From an optimization exercise on the open Yosys and OpenROAD flow, aimed at small area; shortcuts taken in it are not production practice.
In this exercise RTL edits were held to simulation tests only and were not proved equivalent to the original.
No activity file was given, so power comes from the tool's default toggle rates.

== job 5803 ==
## s6afb
module s6afb (
    input  wire        clk,
    input  wire [31:0] tick,
    input  wire        init_stb,
    input  wire [3:0]  init_tag,
    input  wire        rx_stb,
    input  wire [3:0]  rx_tag,
    input  wire [7:0]  rx_data,
    input  wire        issue_stb,
    input  wire [7:0]  issue_reg,
    input  wire [15:0] issue_val,
    input  wire        drive_stb,
    input  wire        wd_stb,
    output wire        issue_busy,
    output reg         rx_arm,
    output wire        tx_stb,
    output wire [39:0] tx_data,
    output wire [15:0] acc_x,
    output wire [15:0] acc_y,
    output wire [15:0] acc_z,
    output wire [15:0] gyro_x,
    output wire [15:0] gyro_y,
    output wire [15:0] gyro_z,
    output wire [15:0] angle_x,
    output wire [15:0] angle_y,
    output wire [15:0] angle_z,
    output wire [15:0] mag_x,
    output wire [15:0] mag_y,
    output wire [15:0] mag_z,
    output wire [15:0] temp,
    output wire [15:0] volt,
    output wire [15:0] version,
    output wire [31:0] last_frame_ts,
    output wire [31:0] angle_period,
    output wire [87:0] echo
);
For scale: ~1,200 cells after synthesis, roughly 590 flip-flops, ~510 I/O pins, roughly 0.022 mm² of cells after synthesis.
Settings: LEC_CHECK=0, CAP_MARGIN=0, CORE_MARGIN=2, CORE_UTILIZATION=75, SLEW_MARGIN=0; clock period 10.0 ns.
standard.sh (not shown) runs the stock make flow with config.mk's settings and CLKGATE_MAP_FILE= SYNTH_SCRIPT=/design/flow/synth_recipe.tcl, a recipe that flattens the netlist after the stock synthesis.
==> flow/flow/run.sh <==
#!/bin/bash
# The standard layout (standard.sh, which runs ORFS from synthesis to
# finish), with two changes that only make the layout smaller:
#  - every input and output port gets the smallest buffer, buf_1;
#  - the clock tree uses clkbuf_4 in clusters of at most 10 flip-flops and
#    no dummy loads.
# The make run's full output goes to make_finish.log in this folder; ORFS
# also keeps each step's log under orfs/logs.
set -euo pipefail
bash standard.sh \
  BUFFER_PORTS_ARGS="-buffer_cell sky130_fd_sc_hd__buf_1" \
  CTS_ARGS="-sink_clustering_enable -repair_clock_nets -dont_use_dummy_load -buf_list sky130_fd_sc_hd__clkbuf_4 -sink_clustering_size 10 -sink_clustering_max_diameter 40" \
  finish > make_finish.log 2>&1
The final layout from job 5803, which completed every stage, passed the timing, design-rule and antenna checks at the end of the flow.
[inputs] job 2596 vs job 5803
Settings: setting GPL_TIMING_DRIVEN to 0 for the first time; setting GPL_ROUTABILITY_DRIVEN to 0 for the first time.
==> flow/flow/run.sh <==
#!/bin/bash
# The standard layout (standard.sh, which runs ORFS from synthesis to
# finish), with two changes that only make the layout smaller:
#  - every input and output port gets the smallest buffer, buf_1;
#  - the clock tree uses clkbuf_8 in clusters of at most 16 flip-flops and
#    no dummy loads.
# The make run's full output goes to make_finish.log in this folder; ORFS
# also keeps each step's log under orfs/logs.
set -euo pipefail
bash standard.sh \
  BUFFER_PORTS_ARGS="-buffer_cell sky130_fd_sc_hd__buf_1" \
  CTS_ARGS="-sink_clustering_enable -repair_clock_nets -dont_use_dummy_load -buf_list sky130_fd_sc_hd__clkbuf_8 -sink_clustering_size 16 -sink_clustering_max_diameter 50" \
  finish > make_finish.log 2>&1
[summary]
Job 2596 ended with more via count than job 5803.
In the reports for job 5803 and job 2596, the larger clock share of power belongs to job 2596.
Job 2596 — final design instance area without fill 2.9% higher, job 5803 as reference
Global-route usage | job 2596 above job 5803
Initial antenna violation count in job 2596 vs job 5803: down 3
~same met3 usage in job 5803 and job 2596
Going from job 5803 to job 2596, the overall routed net length was found to have gone up by 4.6%.
On post-route worst setup slack: between job 5803 and job 2596, it ends up lower for job 2596.
When job 2596 is measured against job 5803, its clock network contribution to total cell area turns out 0.29 points higher.
The faster design of the two is job 5803; job 2596 tops out lower.
Edits applied to the flow inputs when going from job 2596 to job 7254:
Settings: GPL_TIMING_DRIVEN no longer set, was 0; GPL_ROUTABILITY_DRIVEN no longer set, was 0.
==> flow/flow/run.sh <==
#!/bin/bash
# The standard layout (standard.sh, which runs ORFS from synthesis to
# finish), with three changes that only make the layout smaller:
#  - every input and output port gets the smallest buffer, buf_1;
#  - the clock tree uses clkbuf_4 in clusters of at most 10 flip-flops and
#    no dummy loads;
#  - the constant outputs share synthesis's tie cells instead of getting
#    one tie cell each.
# The make run's full output goes to make_finish.log in this folder; ORFS
# also keeps each step's log under orfs/logs.
set -euo pipefail
bash standard.sh \
  BUFFER_PORTS_ARGS="-buffer_cell sky130_fd_sc_hd__buf_1" \
  CTS_ARGS="-sink_clustering_enable -repair_clock_nets -dont_use_dummy_load -buf_list sky130_fd_sc_hd__clkbuf_4 -sink_clustering_size 10 -sink_clustering_max_diameter 40" \
  SKIP_REPAIR_TIE_FANOUT=1 \
  finish > make_finish.log 2>&1
[summary]
Job 7254 and job 2596 all finish clean.
Compared with job 2596, in job 7254 setup slack of the critical path after layout went up; wire length of the first global-routing pass lost about 7%; met3 wirelength from detailed routing fell by 12%.
Edits applied to the flow inputs when going from job 7254 to job 4276:
==> flow/flow/run.sh <==
#!/bin/bash
# The standard layout (standard.sh, which runs ORFS from synthesis to
# finish), with two changes that only make the layout smaller:
#  - every input and output port gets the smallest buffer, buf_1;
#  - the clock tree uses clkbuf_8 in clusters of at most 16 flip-flops and
#    no dummy loads.
# The make run's full output goes to make_finish.log in this folder; ORFS
# also keeps each step's log under orfs/logs.
set -euo pipefail
bash standard.sh \
  BUFFER_PORTS_ARGS="-buffer_cell sky130_fd_sc_hd__buf_1" \
  CTS_ARGS="-sink_clustering_enable -repair_clock_nets -dont_use_dummy_load -buf_list sky130_fd_sc_hd__clkbuf_4 -sink_clustering_size 10 -sink_clustering_max_diameter 40" \
  finish > make_finish.log 2>&1
[summary]
Comparing job 7254 against job 4276, there is no change at all in average size of a mapped cell.
Every stage of the flow completed for job 4276, and the final layout passed the timing, design-rule and antenna checks.
First-iteration DRC count for job 4276 is lower than for job 7254.
Summary: with job 7254 as the reference, combinational power in job 4276 moved up slightly.
Looking at fraction of area in multi-input gates, job 4276 sits 0.27 points higher than job 7254 does.
Compared to job 7254, job 4276 has power 0.000021 W higher.
Compared with job 7254, job 4276 shows portion of total power attributed to the clock network higher by 0.2 points.
Job 4276 ended up with a lower worst relative slew slack than job 7254 did.
Post-route minimum period: job 4276 < job 7254
Re net count of the finished layout: job 7254 was lower than job 4276.
On count of vias placed by the detailed router, job 7254 and job 4276 are basically level.
Between job 7254 and job 4276, the largest incremental delay on the critical path is higher for job 7254.

-- what the ideal ports hide --
No port has a modelled driver above. Below, the same layouts with a new extraction and two added sets of constraints.
Step 1 assumes that a clkbuf_16 drives the clock port and a buf_2 every other input.
Step 2 adds t to the input delays and takes it off the output delays; t is the mean of the earliest and latest rising clock arrival at the registers after step 1. Input paths then give back, and output paths get back, about the clock's delay inside the block.
Three values: ideal, step 1, step 2; two values: the first two.
run	shift t [ns]	setup WS [ns]	worst slew at a driven data input, ns	pins driven straight from the clock port
job 5803	0.728	0.608 / 0.618 / -0.109	0.14	1
job 2596	0.603	0.192 / 0.211 / -0.392	0.12	1
job 7254	0.720	0.427 / 0.453 / -0.266	0.16	1
job 4276	0.728	0.608 / 0.618 / -0.109	0.14	1
With both steps, setup timing fails in every run listed, where it was met with ideal ports.
